What follows belongs to an exercise in optimizing a design on an open flow for small area, a short achievable clock period and few clock cycles; a production flow would make more cautious choices.
In this exercise RTL edits were held to simulation tests only and were not proved equivalent to the original.

==> job 2525 <==
## rfdc_core
module rfdc_core (
    input  wire        clk,
    input  wire        rst,
    input  wire        req_valid,
    input  wire        req_write,
    input  wire [5:0]  req_addr,
    input  wire [31:0] req_wdata,
    output wire        rsp_valid,
    output wire [31:0] rsp_rdata
);
Settings: LEC_CHECK=0, CAP_MARGIN=20, CORE_MARGIN=2, CORE_UTILIZATION=40, PLACE_DENSITY=0.6, SETUP_SLACK_MARGIN=5.0, SLEW_MARGIN=20, TNS_END_PERCENT=20; clock period 10.0 ns.
run.sh (not shown) runs the stock make flow with config.mk's settings and CLKGATE_MAP_FILE= SYNTH_SCRIPT=/design/flow/synth_recipe.tcl, a recipe that flattens the netlist after the stock synthesis.
==> inputs of job 2028, as changes to job 2525 <==
--- a/flow/design.v
+++ b/flow/design.v
@@ -14,13 +14,14 @@
                      OP_SEEK   = 8'h21, OP_LCDEC  = 8'h30, OP_DMDEC  = 8'h40,
                      OP_CRC8   = 8'h50;
     localparam [4:0] S_IDLE = 5'd0,  S_MCMP = 5'd1,  S_SEEK = 5'd2,  S_LC   = 5'd3,
                      S_LCR  = 5'd4,  S_DM   = 5'd5,  S_DQL  = 5'd6,  S_CRC  = 5'd7,
                      S_FDBL = 5'd8,  S_REVA = 5'd9,  S_REVB = 5'd10, S_FA1  = 5'd11,
                      S_FW1  = 5'd12, S_FWN  = 5'd13, S_DQ0  = 5'd14, S_LCW  = 5'd15,
-                     S_SMP  = 5'd16, S_INIT = 5'd17, S_PRD  = 5'd18;
+                     S_SMP  = 5'd16, S_INIT = 5'd17, S_PRD  = 5'd18, S_SMW  = 5'd19,
+                     S_REVC = 5'd20;
     integer i;
     reg [31:0] arg0, arg1, arg2, arg3;
     reg [8:0]  res_lo;           
     reg        res_hi;
     reg [2:0]  err;              
     reg        fault;
@@ -146,16 +147,19 @@
     wire        hprd  = hv & ~req_write & (req_addr[5:4] == 2'b01);
     reg         prd_len;
     wire       ifill0 = (ilA == 6'd0) | a0_zero;                  
     wire igo_long = ilegal & ((iop == OP_FILL & ~ifill0) | (iop == OP_REVB) | (iop == OP_MATCH) |
                               (iop == OP_SEEK) | (iop == OP_LCDEC) | (iop == OP_DMDEC) |
                               (iop == OP_CRC8 & icrc_ok & ~a1_zero) | (iop == OP_SETBIT));
-    wire [31:0] pA = patbits[cpa];
-    wire [5:0]  lA = patlen[cpa];
-    wire [31:0] pB = patbits[sel_pb];
-    wire [5:0]  lB = patlen[sel_pb];
+    reg  [31:0] pbr;
+    reg  [5:0]  lbr;
+    wire [2:0]  psel_a = (st == S_DQ0) ? cpb : cpa;
+    wire [31:0] pA = patbits[psel_a];
+    wire [5:0]  lA = patlen[psel_a];
+    wire [31:0] pB = is_seek ? pA : pbr;
+    wire [5:0]  lB = is_seek ? lA : lbr;
     wire [8:0]  nb_src  = nbsel(cba, nb0, nb1, nb2, nb3);
     wire [8:0]  cap_dst = (cbb == 2'd0) ? 9'd256 : 9'd128;
     reg [1:0] rd_buf;
     reg [2:0] rd_word;
     wire [2:0] revn = ba0 ? 3'd7 : 3'd3;    
     always @(*) begin
@@ -163,19 +167,19 @@
         rd_word = cur[7:5] + 3'd1;
         case (st)
             S_IDLE: begin
                 rd_buf  = iba;
                 rd_word = req_wdata[2] ? arg0[4:2] : arg0[7:5];
             end
-            S_SMP:  rd_word = is_rdbyte ? arg0[4:2] : arg0[7:5];
-            S_INIT: rd_word = is_crc ? arg0[4:2] : 3'd0;
+            S_SMP:  rd_word = arg0[7:5];
+            S_INIT, S_FDBL: rd_word = is_crc ? arg0[4:2] : 3'd0;
             S_LCR:  rd_word = cur[7:5];
             S_DQL, S_DQ0: begin rd_buf = cbb; rd_word = cnt[7:5]; end
-            S_FA1, S_FW1, S_FWN: rd_word = cnt[7:5];
+            S_FA1, S_FW1, S_FWN: rd_word = cnt[7:5] + 3'd1;
             S_REVA: rd_word = revn - cnt[2:0];
-            S_REVB: rd_word = cnt[2:0] + 3'd1;
+            S_REVC: rd_word = cnt[2:0] + 3'd1;
             default: ;
         endcase
     end
     wire [2:0] ev_j = rd_word + 3'd1;
     reg [31:0] ev_b [0:3];
     reg [31:0] od_b [0:3];
@@ -249,13 +253,13 @@
     wire [4:0]  fill_od  = {cur[3:0], 1'b0};                 
     wire [31:0] fill_xd  = W[63:32] | A[31:0];
     wire [9:0]  fill_rem = drem[9:0];                        
     wire        fill_last = (fill_rem[9:6] == 4'd0) & ~(fill_rem[5] & (fill_rem[4:0] != 5'd0));
     wire [31:0] fill_new = (st == S_FA1) ? W[31:0] : A[31:0];
     wire [31:0] fill_msk = fill_last ? thermo(fill_rem[5:0]) : 32'hFFFF_FFFF;
-    wire [31:0] fill_wd  = (fill_new & fill_msk) | (rd_lo & ~fill_msk);
+    wire [31:0] fill_wd  = (fill_new & fill_msk) | (DQ & ~fill_msk);    
     reg         ins_en;
     reg         ins_v;
     always @(*) begin
         ins_en = 1'b0;
         ins_v  = 1'b0;
         case (st)
@@ -263,13 +267,13 @@
             S_DM: begin ins_en = ~dm_stop; ins_v = (A[0] == A[1]); end
             default: ;
         endcase
     end
     reg  [31:0] set_word;
     always @(*) begin
-        set_word = rd_lo;
+        set_word = DQ;
         set_word[arg0[4:0]] = arg1[0];
     end
     wire        ins_two  = (st == S_DM) & dm_two;
     reg  [31:0] ins_word;
     always @(*) begin
         ins_word = DQ;
@@ -292,32 +296,32 @@
                 wr_en   = hcmd & ilegal & (iop == OP_WRBYTE) & ibyte_ok;
                 wr_buf  = iba;
                 wr_word = arg0[4:2];
                 wr_be   = 4'b0001 << arg0[1:0];
                 wr_d    = {4{rev8(arg1[7:0])}};
             end
-            S_SMP: begin
-                wr_en   = is_setbit & cbit_ok;
+            S_SMW: begin
+                wr_en   = cbit_ok;
                 wr_word = arg0[7:5];
             end
             S_LC, S_DM, S_DQL, S_LCW, S_LCR: begin
                 wr_en   = ~lc_full | (st == S_DQL);
                 wr_buf  = cbb;
                 wr_word = dq_word;
                 wr_d    = DQ;
             end
             S_FA1, S_FW1, S_FWN: begin
                 wr_en = 1'b1;
                 wr_d  = fill_wd;
             end
-            S_REVA: begin
+            S_REVB: begin
                 wr_en   = 1'b1;
                 wr_word = cnt[2:0];
-                wr_d    = byterev(rd_lo);
+                wr_d    = byterev(DQ);
             end
-            S_REVB: begin
+            S_REVC: begin
                 wr_en   = 1'b1;
                 wr_word = revn - cnt[2:0];
                 wr_d    = byterev(W[31:0]);
             end
             default: ;
         endcase
@@ -465,26 +469,16 @@
                                 end
                                 default: ;
                             endcase
                         end
                     end
                 end
-                S_SMP: begin
-                    if (is_rdbyte ? cbyte_ok : cbit_ok) begin
-                        if (is_getbit) begin
-                            res_lo <= {8'd0, rd_lo[arg0[4:0]]};
-                            res_hi <= 1'b0;
-                        end
-                        if (is_rdbyte) begin
-                            res_lo <= {1'b0, rev8(rd_lo[8*arg0[1:0] +: 8])};
-                            res_hi <= 1'b0;
-                        end
-                        err <= 3'd0;
-                    end else begin
-                        err <= 3'd1; fault <= 1'b1;
-                    end
+                S_SMP: st <= S_SMW;
+                S_SMW: begin
+                    if (cbit_ok) err <= 3'd0;
+                    else begin err <= 3'd1; fault <= 1'b1; end
                     st <= S_IDLE; rsp_v_q <= 1'b1;
                 end
                 S_INIT: st <= is_crc ? S_CRC : is_revb ? S_REVA :
                               (lA == 6'd32) ? S_FA1 : S_FDBL;
                 S_PRD: begin
                     st <= S_IDLE; rsp_v_q <= 1'b1;
@@ -554,13 +548,14 @@
                     if (cnt[5:0] == 6'd1) begin
                         res_lo <= {1'b0, crc_nx}; res_hi <= 1'b0; err <= 3'd0;
                         st <= S_IDLE; rsp_v_q <= 1'b1;
                     end
                 end
                 S_REVA: st <= S_REVB;
-                S_REVB: begin
+                S_REVB: st <= S_REVC;
+                S_REVC: begin
                     if (cnt[2:0] == {1'b0, revn[2:1]}) begin
                         err <= 3'd0;
                         st <= S_IDLE; rsp_v_q <= 1'b1;
                     end else begin
                         st <= S_REVA;
                     end
@@ -575,13 +570,15 @@
                 cur <= cur0;
                 cnt <= (iop == OP_SEEK) ? (a1_big ? 10'h3FF : arg1[9:0]) : 10'd0;
                 drem <= {2'b0, nbsel(iba, nb0, nb1, nb2, nb3)} - {1'b0, cur0};
                 lvl <= dmprev;
                 W   <= {rd_hi, rd_lo};
             end
+            S_SMP, S_REVA: DQ <= rd_lo;
             S_INIT: begin
+                DQ   <= rd_lo;
                 cur  <= is_crc ? {2'b0, arg0[4:0], 3'b000} : {5'd0, fill_o0};
                 cnt  <= is_crc ? {4'b0, arg1[5:0]} : 10'd0;
                 drem <= {2'b0, fill_m};
                 crc <= arg2[7:0];
                 if (is_fill)
                     W <= (lA == 6'd32) ? {32'd0, pA} : {fill_x0, 32'd0};
@@ -612,42 +609,50 @@
                     lvl <= dm_two ? A[3] : A[1];
                     if (dm_cur[9:5] != cur[9:5]) W <= {rd_hi, rd_lo};
                 end
                 DQ <= ins_word;
             end
             S_DQL, S_DQ0: begin
+                if (st == S_DQ0) begin
+                    pbr <= pA;
+                    lbr <= lA;
+                end
                 DQ      <= rd_lo;
                 dq_word <= cnt[7:5];
             end
             S_FDBL: begin
+                DQ <= rd_lo;
                 if (cur[4:0] >= 5'd16) cur[4:0] <= fill_od;
                 W <= (cur[4:0] > 5'd16) ? {fill_xd, 32'd0} : {32'd0, fill_xd};
             end
             S_FA1: begin
+                DQ <= rd_lo;
                 drem <= drem - 11'd32;
                 cnt <= cnt + 10'd32;
                 W[63:32] <= A[31:0];
             end
             S_FW1: begin
+                DQ <= rd_lo;
                 drem <= drem - 11'd32;
                 cnt <= cnt + 10'd32;
                 cur[4:0] <= {cur[3:0], 1'b0};
                 W[63:32] <= A[31:0];
             end
             S_FWN: begin
+                DQ <= rd_lo;
                 drem <= drem - 11'd32;
                 cnt <= cnt + 10'd32;
                 W <= {A[31:0], W[63:32]};
             end
             S_CRC: begin
                 crc <= crc_nx;
                 cur <= cur + 10'd8;
                 cnt <= cnt - 10'd1;
                 if (cur[4:3] == 2'd3) W <= {rd_hi, rd_lo};
             end
-            S_REVB: begin
+            S_REVC: begin
                 cnt <= cnt + 10'd1;
                 W[31:0] <= rd_lo;
             end
             default: ;
         endcase
     end
Settings changed: CORE_UTILIZATION 40 to 30, PLACE_DENSITY 0.6 to 0.5.
==> impl_results.md <==
- Status: finished clean
- Post-Synth Simple-Gate Area: 0.114
- Terminus of the critical flop-to-flop path: mem[484]
- Starting Density: 0.402
# the run above: job 2525

==> impl_results.md <==
- Post-Synth Simple-Gate Area: 0.116
- Status: finished clean
- Starting Density: 0.302
- Post-CTS Setup Inserts: 331
- Async SR Flop Fraction: 0
# the run above: job 2028

Testbench counts of job 2525, summed over its fixed seeds: cycles 17,920.
Testbench counts of job 2028, summed over its fixed seeds: cycles 17,953.

---

==> inputs of job 5318 <==
Another version of the RTL of rfdc_core (not shown whole).
Settings: LEC_CHECK=0, CAP_MARGIN=20, CORE_MARGIN=2, CORE_UTILIZATION=25, PLACE_DENSITY=0.45, SETUP_SLACK_MARGIN=5.0, SLEW_MARGIN=20, TNS_END_PERCENT=20; clock period 10.0 ns.
==> inputs of job 5376, as changes to job 5318 <==
--- a/flow/design.v
+++ b/flow/design.v
@@ -14,13 +14,14 @@
                      OP_SEEK   = 8'h21, OP_LCDEC  = 8'h30, OP_DMDEC  = 8'h40,
                      OP_CRC8   = 8'h50;
     localparam [4:0] S_IDLE = 5'd0,  S_MCMP = 5'd1,  S_SEEK = 5'd2,  S_LC   = 5'd3,
                      S_LCR  = 5'd4,  S_DM   = 5'd5,  S_DQL  = 5'd6,  S_CRC  = 5'd7,
                      S_FDBL = 5'd8,  S_REVA = 5'd9,  S_REVB = 5'd10, S_FA1  = 5'd11,
                      S_FW1  = 5'd12, S_FWN  = 5'd13, S_DQ0  = 5'd14, S_LCW  = 5'd15,
-                     S_SMP  = 5'd16, S_INIT = 5'd17;
+                     S_SMP  = 5'd16, S_INIT = 5'd17, S_PRD  = 5'd18, S_SMW  = 5'd19,
+                     S_REVC = 5'd20;
     integer i;
     reg [31:0] arg0, arg1, arg2, arg3;
     reg [8:0]  res_lo;           
     reg        res_hi;
     reg [2:0]  err;              
     reg        fault;
@@ -139,44 +140,46 @@
     wire cbyte_ok = (cba == 2'd0) ? a0_lt32  : a0_lt16;
     wire a1_le32  = (arg1[31:6] == 26'd0) & ~(arg1[5] & (arg1[4:0] != 5'd0));
     wire a0_le32  = (arg0[31:6] == 26'd0) & ~(arg0[5] & (arg0[4:0] != 5'd0));
     wire [6:0] crc_end = {1'b0, arg0[5:0]} + {1'b0, arg1[5:0]};
     wire icrc_ok  = a0_le32 & a1_le32 & (crc_end <= (iba0 ? 7'd32 : 7'd16));
     wire a1_zero  = (arg1 == 32'd0);
-    wire [2:0]  psel  = req_write ? ipa : req_addr[3:1];
-    wire [31:0] ipA   = patbits[psel];
-    wire [5:0]  ilA   = patlen[psel];
+    wire [5:0]  ilA   = patlen[ipa];
+    wire        hprd  = hv & ~req_write & (req_addr[5:4] == 2'b01);
+    reg         prd_len;
     wire       ifill0 = (ilA == 6'd0) | a0_zero;                  
     wire igo_long = ilegal & ((iop == OP_FILL & ~ifill0) | (iop == OP_REVB) | (iop == OP_MATCH) |
                               (iop == OP_SEEK) | (iop == OP_LCDEC) | (iop == OP_DMDEC) |
-                              (iop == OP_CRC8 & icrc_ok & ~a1_zero) | (iop == OP_GETBIT) |
-                              (iop == OP_SETBIT) | (iop == OP_RDBYTE));
-    wire [31:0] pA = patbits[cpa];
-    wire [5:0]  lA = patlen[cpa];
-    wire [31:0] pB = patbits[sel_pb];
-    wire [5:0]  lB = patlen[sel_pb];
+                              (iop == OP_CRC8 & icrc_ok & ~a1_zero) | (iop == OP_SETBIT));
+    reg  [31:0] pbr;
+    reg  [5:0]  lbr;
+    wire [2:0]  psel_a = (st == S_DQ0) ? cpb : cpa;
+    wire [31:0] pA = patbits[psel_a];
+    wire [5:0]  lA = patlen[psel_a];
+    wire [31:0] pB = is_seek ? pA : pbr;
+    wire [5:0]  lB = is_seek ? lA : lbr;
     wire [8:0]  nb_src  = nbsel(cba, nb0, nb1, nb2, nb3);
     wire [8:0]  cap_dst = (cbb == 2'd0) ? 9'd256 : 9'd128;
     reg [1:0] rd_buf;
     reg [2:0] rd_word;
     wire [2:0] revn = ba0 ? 3'd7 : 3'd3;    
     always @(*) begin
         rd_buf  = cba;
         rd_word = cur[7:5] + 3'd1;
         case (st)
             S_IDLE: begin
                 rd_buf  = iba;
-                rd_word = arg0[7:5];
+                rd_word = req_wdata[2] ? arg0[4:2] : arg0[7:5];
             end
-            S_SMP:  rd_word = is_rdbyte ? arg0[4:2] : arg0[7:5];
-            S_INIT: rd_word = is_crc ? arg0[4:2] : 3'd0;
+            S_SMP:  rd_word = arg0[7:5];
+            S_INIT, S_FDBL: rd_word = is_crc ? arg0[4:2] : 3'd0;
             S_LCR:  rd_word = cur[7:5];
             S_DQL, S_DQ0: begin rd_buf = cbb; rd_word = cnt[7:5]; end
-            S_FA1, S_FW1, S_FWN: rd_word = cnt[7:5];
+            S_FA1, S_FW1, S_FWN: rd_word = cnt[7:5] + 3'd1;
             S_REVA: rd_word = revn - cnt[2:0];
-            S_REVB: rd_word = cnt[2:0] + 3'd1;
+            S_REVC: rd_word = cnt[2:0] + 3'd1;
             default: ;
         endcase
     end
     wire [2:0] ev_j = rd_word + 3'd1;
     reg [31:0] ev_b [0:3];
     reg [31:0] od_b [0:3];
@@ -250,13 +253,13 @@
     wire [4:0]  fill_od  = {cur[3:0], 1'b0};                 
     wire [31:0] fill_xd  = W[63:32] | A[31:0];
     wire [9:0]  fill_rem = drem[9:0];                        
     wire        fill_last = (fill_rem[9:6] == 4'd0) & ~(fill_rem[5] & (fill_rem[4:0] != 5'd0));
     wire [31:0] fill_new = (st == S_FA1) ? W[31:0] : A[31:0];
     wire [31:0] fill_msk = fill_last ? thermo(fill_rem[5:0]) : 32'hFFFF_FFFF;
-    wire [31:0] fill_wd  = (fill_new & fill_msk) | (rd_lo & ~fill_msk);
+    wire [31:0] fill_wd  = (fill_new & fill_msk) | (DQ & ~fill_msk);    
     reg         ins_en;
     reg         ins_v;
     always @(*) begin
         ins_en = 1'b0;
         ins_v  = 1'b0;
         case (st)
@@ -264,13 +267,13 @@
             S_DM: begin ins_en = ~dm_stop; ins_v = (A[0] == A[1]); end
             default: ;
         endcase
     end
     reg  [31:0] set_word;
     always @(*) begin
-        set_word = rd_lo;
+        set_word = DQ;
         set_word[arg0[4:0]] = arg1[0];
     end
     wire        ins_two  = (st == S_DM) & dm_two;
     reg  [31:0] ins_word;
     always @(*) begin
         ins_word = DQ;
@@ -293,32 +296,32 @@
                 wr_en   = hcmd & ilegal & (iop == OP_WRBYTE) & ibyte_ok;
                 wr_buf  = iba;
                 wr_word = arg0[4:2];
                 wr_be   = 4'b0001 << arg0[1:0];
                 wr_d    = {4{rev8(arg1[7:0])}};
             end
-            S_SMP: begin
-                wr_en   = is_setbit & cbit_ok;
+            S_SMW: begin
+                wr_en   = cbit_ok;
                 wr_word = arg0[7:5];
             end
             S_LC, S_DM, S_DQL, S_LCW, S_LCR: begin
                 wr_en   = ~lc_full | (st == S_DQL);
                 wr_buf  = cbb;
                 wr_word = dq_word;
                 wr_d    = DQ;
             end
             S_FA1, S_FW1, S_FWN: begin
                 wr_en = 1'b1;
                 wr_d  = fill_wd;
             end
-            S_REVA: begin
+            S_REVB: begin
                 wr_en   = 1'b1;
                 wr_word = cnt[2:0];
-                wr_d    = byterev(rd_lo);
+                wr_d    = byterev(DQ);
             end
-            S_REVB: begin
+            S_REVC: begin
                 wr_en   = 1'b1;
                 wr_word = revn - cnt[2:0];
                 wr_d    = byterev(W[31:0]);
             end
             default: ;
         endcase
@@ -351,62 +354,84 @@
     always @(posedge clk) begin
         if (rst | (hwr & (req_addr == 6'h04))) arg0 <= id_r;
         if (rst | (hwr & (req_addr == 6'h05))) arg1 <= id_r;
         if (rst | (hwr & (req_addr == 6'h06))) arg2 <= id_r;
         if (rst | (hwr & (req_addr == 6'h07))) arg3 <= id_r;
         if (hcmd) rq <= req_wdata[17:0];
+        else if (hprd) begin
+            rq[14:12] <= req_addr[3:1];
+            prd_len   <= req_addr[0];
+        end
     end
     reg [31:0] host_rdata;
     always @(*) begin
         host_rdata = 32'd0;
         case (req_addr)
             6'h01: host_rdata = {23'd0, fault, 5'd0, err};
             6'h02: host_rdata = {{23{res_hi}}, res_lo};
             6'h04: host_rdata = arg0;
             6'h05: host_rdata = arg1;
             6'h06: host_rdata = arg2;
             6'h07: host_rdata = arg3;
             6'h08: host_rdata = {31'd0, dmprev};
-            6'h10, 6'h12, 6'h14, 6'h16, 6'h18, 6'h1A, 6'h1C, 6'h1E:
-                   host_rdata = ipA;
-            6'h11, 6'h13, 6'h15, 6'h17, 6'h19, 6'h1B, 6'h1D, 6'h1F:
-                   host_rdata = {26'd0, ilA};
             6'h20: host_rdata = {23'd0, nb0};
             6'h21: host_rdata = {24'd0, nb1};
             6'h22: host_rdata = {24'd0, nb2};
             6'h23: host_rdata = {24'd0, nb3};
             6'h24: host_rdata = 32'd32;
             6'h25, 6'h26, 6'h27: host_rdata = 32'd16;
             default: host_rdata = 32'd0;
         endcase
     end
-    always @(posedge clk) rsp_d_q <= host_rdata;
+    reg         sh_v;
+    wire        sh_ok  = is_rdbyte ? cbyte_ok : cbit_ok;
+    wire [8:0]  sh_res = is_getbit ? {8'd0, W[arg0[4:0]]} : {1'b0, rev8(W[8*arg0[1:0] +: 8])};
+    always @(posedge clk) begin
+        if (st == S_PRD)
+            rsp_d_q <= prd_len ? {26'd0, lA} : pA;
+        else if (sh_v & (req_addr == 6'h01))
+            rsp_d_q <= {23'd0, fault | ~sh_ok, 5'd0, sh_ok ? 3'd0 : 3'd1};
+        else if (sh_v & (req_addr == 6'h02))
+            rsp_d_q <= sh_ok ? {23'd0, sh_res} : {{23{res_hi}}, res_lo};
+        else
+            rsp_d_q <= host_rdata;
+    end
     always @(posedge clk) begin
         if (rst) begin
             res_lo  <= 9'd0;
             res_hi  <= 1'b0;
             err     <= 3'd0;
             fault   <= 1'b0;
             dmprev  <= 1'b0;
             nb0 <= 9'd0; nb1 <= 8'd0; nb2 <= 8'd0; nb3 <= 8'd0;
             st      <= S_IDLE;
             rsp_v_q <= 1'b0;
+            sh_v    <= 1'b0;
         end else begin
             rsp_v_q <= 1'b0;
+            sh_v    <= hcmd & ilegal & ((iop == OP_GETBIT) | (iop == OP_RDBYTE));
+            if (sh_v) begin
+                if (sh_ok) begin
+                    res_lo <= sh_res; res_hi <= 1'b0; err <= 3'd0;
+                end else begin
+                    err <= 3'd1; fault <= 1'b1;
+                end
+            end
             case (st)
                 S_IDLE: if (hv) begin
-                    rsp_v_q <= ~(hcmd & igo_long);
+                    rsp_v_q <= ~(hcmd & igo_long) & ~hprd;
+                    if (hprd) st <= S_PRD;
                     if (hwr & (req_addr == 6'h08)) dmprev <= req_wdata[0];
                     if (hcmd) begin
                         if (!ilegal) begin
                             err   <= 3'd4;
                             fault <= 1'b1;
                         end else begin
                             case (iop)
                                 OP_NOP: err <= 3'd0;
-                                OP_GETBIT, OP_SETBIT, OP_RDBYTE: st <= S_SMP;
+                                OP_SETBIT: st <= S_SMP;
                                 OP_WRBYTE: begin
                                     if (ibyte_ok) err <= 3'd0;
                                     else begin err <= 3'd1; fault <= 1'b1; end
                                 end
                                 OP_SETLEN: begin
                                     if (ilen_ok) begin
@@ -444,30 +469,23 @@
                                 end
                                 default: ;
                             endcase
                         end
                     end
                 end
-                S_SMP: begin
-                    if (is_rdbyte ? cbyte_ok : cbit_ok) begin
-                        if (is_getbit) begin
-                            res_lo <= {8'd0, rd_lo[arg0[4:0]]};
-                            res_hi <= 1'b0;
-                        end
-                        if (is_rdbyte) begin
-                            res_lo <= {1'b0, rev8(rd_lo[8*arg0[1:0] +: 8])};
-                            res_hi <= 1'b0;
-                        end
-                        err <= 3'd0;
-                    end else begin
-                        err <= 3'd1; fault <= 1'b1;
-                    end
+                S_SMP: st <= S_SMW;
+                S_SMW: begin
+                    if (cbit_ok) err <= 3'd0;
+                    else begin err <= 3'd1; fault <= 1'b1; end
                     st <= S_IDLE; rsp_v_q <= 1'b1;
                 end
                 S_INIT: st <= is_crc ? S_CRC : is_revb ? S_REVA :
                               (lA == 6'd32) ? S_FA1 : S_FDBL;
+                S_PRD: begin
+                    st <= S_IDLE; rsp_v_q <= 1'b1;
+                end
                 S_MCMP: begin
                     res_lo <= {8'd0, mA};
                     res_hi <= 1'b0;
                     err    <= 3'd0;
                     st     <= S_IDLE;
                     rsp_v_q <= 1'b1;
@@ -530,13 +548,14 @@
                     if (cnt[5:0] == 6'd1) begin
                         res_lo <= {1'b0, crc_nx}; res_hi <= 1'b0; err <= 3'd0;
                         st <= S_IDLE; rsp_v_q <= 1'b1;
                     end
                 end
                 S_REVA: st <= S_REVB;
-                S_REVB: begin
+                S_REVB: st <= S_REVC;
+                S_REVC: begin
                     if (cnt[2:0] == {1'b0, revn[2:1]}) begin
                         err <= 3'd0;
                         st <= S_IDLE; rsp_v_q <= 1'b1;
                     end else begin
                         st <= S_REVA;
                     end
@@ -551,13 +570,15 @@
                 cur <= cur0;
                 cnt <= (iop == OP_SEEK) ? (a1_big ? 10'h3FF : arg1[9:0]) : 10'd0;
                 drem <= {2'b0, nbsel(iba, nb0, nb1, nb2, nb3)} - {1'b0, cur0};
                 lvl <= dmprev;
                 W   <= {rd_hi, rd_lo};
             end
+            S_SMP, S_REVA: DQ <= rd_lo;
             S_INIT: begin
+                DQ   <= rd_lo;
                 cur  <= is_crc ? {2'b0, arg0[4:0], 3'b000} : {5'd0, fill_o0};
                 cnt  <= is_crc ? {4'b0, arg1[5:0]} : 10'd0;
                 drem <= {2'b0, fill_m};
                 crc <= arg2[7:0];
                 if (is_fill)
                     W <= (lA == 6'd32) ? {32'd0, pA} : {fill_x0, 32'd0};
@@ -588,42 +609,50 @@
                     lvl <= dm_two ? A[3] : A[1];
                     if (dm_cur[9:5] != cur[9:5]) W <= {rd_hi, rd_lo};
                 end
                 DQ <= ins_word;
             end
             S_DQL, S_DQ0: begin
+                if (st == S_DQ0) begin
+                    pbr <= pA;
+                    lbr <= lA;
+                end
                 DQ      <= rd_lo;
                 dq_word <= cnt[7:5];
             end
             S_FDBL: begin
+                DQ <= rd_lo;
                 if (cur[4:0] >= 5'd16) cur[4:0] <= fill_od;
                 W <= (cur[4:0] > 5'd16) ? {fill_xd, 32'd0} : {32'd0, fill_xd};
             end
             S_FA1: begin
+                DQ <= rd_lo;
                 drem <= drem - 11'd32;
                 cnt <= cnt + 10'd32;
                 W[63:32] <= A[31:0];
             end
             S_FW1: begin
+                DQ <= rd_lo;
                 drem <= drem - 11'd32;
                 cnt <= cnt + 10'd32;
                 cur[4:0] <= {cur[3:0], 1'b0};
                 W[63:32] <= A[31:0];
             end
             S_FWN: begin
+                DQ <= rd_lo;
                 drem <= drem - 11'd32;
                 cnt <= cnt + 10'd32;
                 W <= {A[31:0], W[63:32]};
             end
             S_CRC: begin
                 crc <= crc_nx;
                 cur <= cur + 10'd8;
                 cnt <= cnt - 10'd1;
                 if (cur[4:3] == 2'd3) W <= {rd_hi, rd_lo};
             end
-            S_REVB: begin
+            S_REVC: begin
                 cnt <= cnt + 10'd1;
                 W[31:0] <= rd_lo;
             end
             default: ;
         endcase
     end
Settings changed: CORE_UTILIZATION 25 to 35, PLACE_DENSITY 0.45 to 0.55.
==> flow_summary.toml <==
[status]
status = "no timing/DRC/antenna violations"

[critical_path]
cp.arrival_ns = 6.21

[yosys]
synth_compound_area_share_pct = 18.67
synth.top_cell.area_share_pct = 47.57

[global_route]
grt_max_degree = 82
grt_pass1_vias = 67170

[layout]
nonClockInverterCount = 127

[drt]
wl_met3_um = 46980
The numbers above come from job 5318.

==> flow_summary.toml <==
[global_route]
grt_pass1_vias = 61605
grt_max_degree = 108

[yosys]
synth.top_cell.area_share_pct = 50.51
synth_compound_area_share_pct = 18.70

[status]
status = "no timing/DRC/antenna violations"

[critical_path]
cp.arrival_ns = 6.38

[layout]
nonClockInverterCount = 128

[drt]
wl_met3_um = 50770

[power_and_ir_drop]
The numbers above come from job 5376.

Testbench counts of job 5318, summed over its fixed seeds: cycles 18,583.
Testbench counts of job 5376, summed over its fixed seeds: cycles 17,953.

[afterwards: timing with drivers on the ports]
No port has a modelled driver above. Below, the same layouts with a new extraction and two added sets of constraints. Step 1 (the two cells are an assumption about what drives the block):
set clk [get_ports {clk}]
set_driving_cell -lib_cell sky130_fd_sc_hd__clkbuf_16 $clk
set_driving_cell -lib_cell sky130_fd_sc_hd__buf_2 [delete_from_list [all_inputs] $clk]
Step 2 adds t to the input delays and takes it off the output delays; t is the mean of the earliest and latest rising clock arrival at the registers after step 1. Input paths then give back, and output paths get back, about the clock's delay inside the block. Slacks: ideal / step 1 / step 2; pairs: ideal / step 1.
| run | shift t [ns] | setup slack, ns | worst setup path after step 2 | worst register clock-pin slew, ns |
|---|---|---|---|---|
| job 2525 | 0.917 | 4.243 / 4.281 / 3.363 | input to register | 0.07 / 0.07 |
| job 2028 | 0.922 | 4.208 / 4.208 / 3.624 | input to register | 0.07 / 0.07 |
| job 5318 | 0.934 | 4.289 / 4.289 / 3.541 | input to register | 0.07 / 0.07 |
| job 5376 | 0.903 | 4.210 / 4.210 / 3.738 | input to register | 0.07 / 0.07 |
After both steps every run listed still meets setup and hold. The setup slack of job 2525, which loses most, moves by +0.038 ns with the drivers and by -0.880 ns with both steps.
